Background: an optimization exercise with open tools, aiming at small area, a short achievable clock period and few clock cycles. Do not read the settings as production practice.

## maple
## bluenumi_led
module bluenumi_led (
    input  wire        clk,
    input  wire        rst,           
    input  wire        cmd_valid,
    output wire        cmd_ready,
    input  wire [63:0] cmd_word,
    input  wire [31:0] cmd_now,       
    output wire        rsp_valid,
    output wire [3:0]  rsp_status,
    output wire [31:0] led_level      
);
    localparam [7:0] OP_NOP     = 8'h00;
    localparam [7:0] OP_UPDATE  = 8'h40;
    localparam [7:0] OP_PAUSE   = 8'h41;
    localparam [7:0] OP_RESUME  = 8'h42;
    localparam [7:0] OP_SET_EN  = 8'h43;
    localparam [7:0] OP_SET_PAT = 8'h44;
    reg        led_en;
    reg        led_paused;
    reg        led_pattern;
    reg  [7:0] lvl [0:3];
    reg        busy;         
    reg        phase;        
    reg        upd_q;        
    reg  [2:0] a_q;          
    reg  [1:0] t_q;          
    reg  [7:0] s2_q;         
    wire [7:0] op     = cmd_word[63:56];
    wire       hi_z   = (cmd_word[55:8] == 48'd0);
    wire       mid_z  = (cmd_word[7:1] == 7'd0);
    wire       b0     = cmd_word[0];
    wire is_nop   = (op == OP_NOP);
    wire is_upd   = (op == OP_UPDATE);
    wire is_pause = (op == OP_PAUSE);
    wire is_res   = (op == OP_RESUME);
    wire is_en    = (op == OP_SET_EN);
    wire is_pat   = (op == OP_SET_PAT);
    wire op_ok = is_nop | is_upd | is_pause | is_res | is_en | is_pat;
    wire rnz   = ((is_nop | is_upd | is_pause | is_res) & ~(hi_z & mid_z & ~b0)) |
                 (is_en & ~(hi_z & mid_z)) |
                 (is_pat & ~hi_z);
    wire bad   = is_pat & ~mid_z;
    wire [3:0] status = ~op_ok ? 4'd1 : rnz ? 4'd2 : bad ? 4'd6 : 4'd0;
    wire       ok     = op_ok & ~rnz & ~bad;
    wire accept   = cmd_valid & ~busy;
    wire live_upd = is_upd & led_en & ~led_paused;
    wire two_cyc  = ~rnz & (live_upd | (is_en & ~b0));
    wire last     = busy & (~upd_q | ~led_pattern | phase);
    assign cmd_ready  = ~busy;
    assign rsp_valid  = ~rst & (last | (cmd_valid & ~busy & ~two_cyc));
    assign rsp_status = busy ? 4'd0 : status;
  ...
Size: roughly 1200 cells after synthesis, roughly 51 flip-flops.
export LEC_CHECK = 0
export ABC_AREA = 1
export CAP_MARGIN = 20
export CORE_MARGIN = 2
export CORE_UTILIZATION = 45
export PLACE_DENSITY = 0.6
export SLEW_MARGIN = 20
export SYNTH_MEMORY_MAX_BITS = 131072
create_clock -name core_clock -period 30.0 [get_ports {clk}]
standard.sh (not shown) runs the stock make flow with config.mk's settings and CLKGATE_MAP_FILE= SYNTH_SCRIPT=/design/flow/synth_recipe.tcl, a recipe that flattens the netlist after the stock synthesis.
==> flow/flow/run.sh <==
#!/bin/bash
# The standard layout (standard.sh), with two changes:
# - the buffers that buffer_ports puts on every input and output port are
#   sky130_fd_sc_hd__buf_1 cells instead of the tool's default pick
#   (clkdlybuf4s50_1, a delay cell);
# - repair_timing aims at a setup slack of 17 ns (SETUP_SLACK_MARGIN), so that
#   it speeds up the paths that set the achieved period. The SDC is unchanged.
# ORFS's own logs go to orfs/logs; make's output goes to standard.log.
set -euo pipefail
bash standard.sh 'BUFFER_PORTS_ARGS=-buffer_cell sky130_fd_sc_hd__buf_1' 'SETUP_SLACK_MARGIN=17' finish > standard.log 2>&1
maple did not stop at any stage, and its layout met the timing, design-rule and antenna checks.
[inputs] delta vs maple
==> flow/flow/run.sh <==
#!/bin/bash
# The standard layout (standard.sh), with one change: the buffers that
# buffer_ports puts on every input and output port are sky130_fd_sc_hd__buf_1
# cells instead of the tool's default pick (clkdlybuf4s50_1, a delay cell).
# ORFS's own logs go to orfs/logs; make's output goes to standard.log.
set -euo pipefail
bash standard.sh 'BUFFER_PORTS_ARGS=-buffer_cell sky130_fd_sc_hd__buf_1' finish > standard.log 2>&1
## What came out
maple was routed with more vias than delta. maple vs delta, start point of the critical path: cmd_word[20] vs cmd_word[49]. Summary of delta over maple: clock period minus worst slack picked up an extra 170 ps, core utilization down 5.2 points.
No run of this note included a check of the RTL's function; only the layout flow was run.

==> separate check: timing with driven ports <==
How much do the figures lean on ideal ports? The routed layouts below were timed once more, with nothing changed but the port constraints. Step 1 (the two cells are an assumption about what drives the block):
set clk [get_ports {clk}]
set_driving_cell -lib_cell sky130_fd_sc_hd__clkbuf_16 $clk
set_driving_cell -lib_cell sky130_fd_sc_hd__buf_2 [delete_from_list [all_inputs] $clk]
Step 2 adds t to the input delays and takes it off the output delays; t is the mean of the earliest and latest rising clock arrival at the registers after step 1. Input paths then give back, and output paths get back, about the clock's delay inside the block. Slacks: ideal / step 1 / step 2; pairs: ideal / step 1.
run | t, ns | setup slack, ns | clock arrival spread, ns | worst register clock-pin slew, ns | worst slew at a driven data input, ns
maple | 0.330 | 16.300 / 16.277 / 16.027 | 0.013 / 0.012 | 0.07 / 0.07 | 0.05
delta | 0.343 | 16.134 / 16.113 / 16.113 | 0.015 / 0.014 | 0.08 / 0.08 | 0.09
After both steps setup and hold are still met in every run listed. For maple, which loses most, drivers alone change the setup slack by -0.023 ns; drivers and shift together by -0.273 ns.
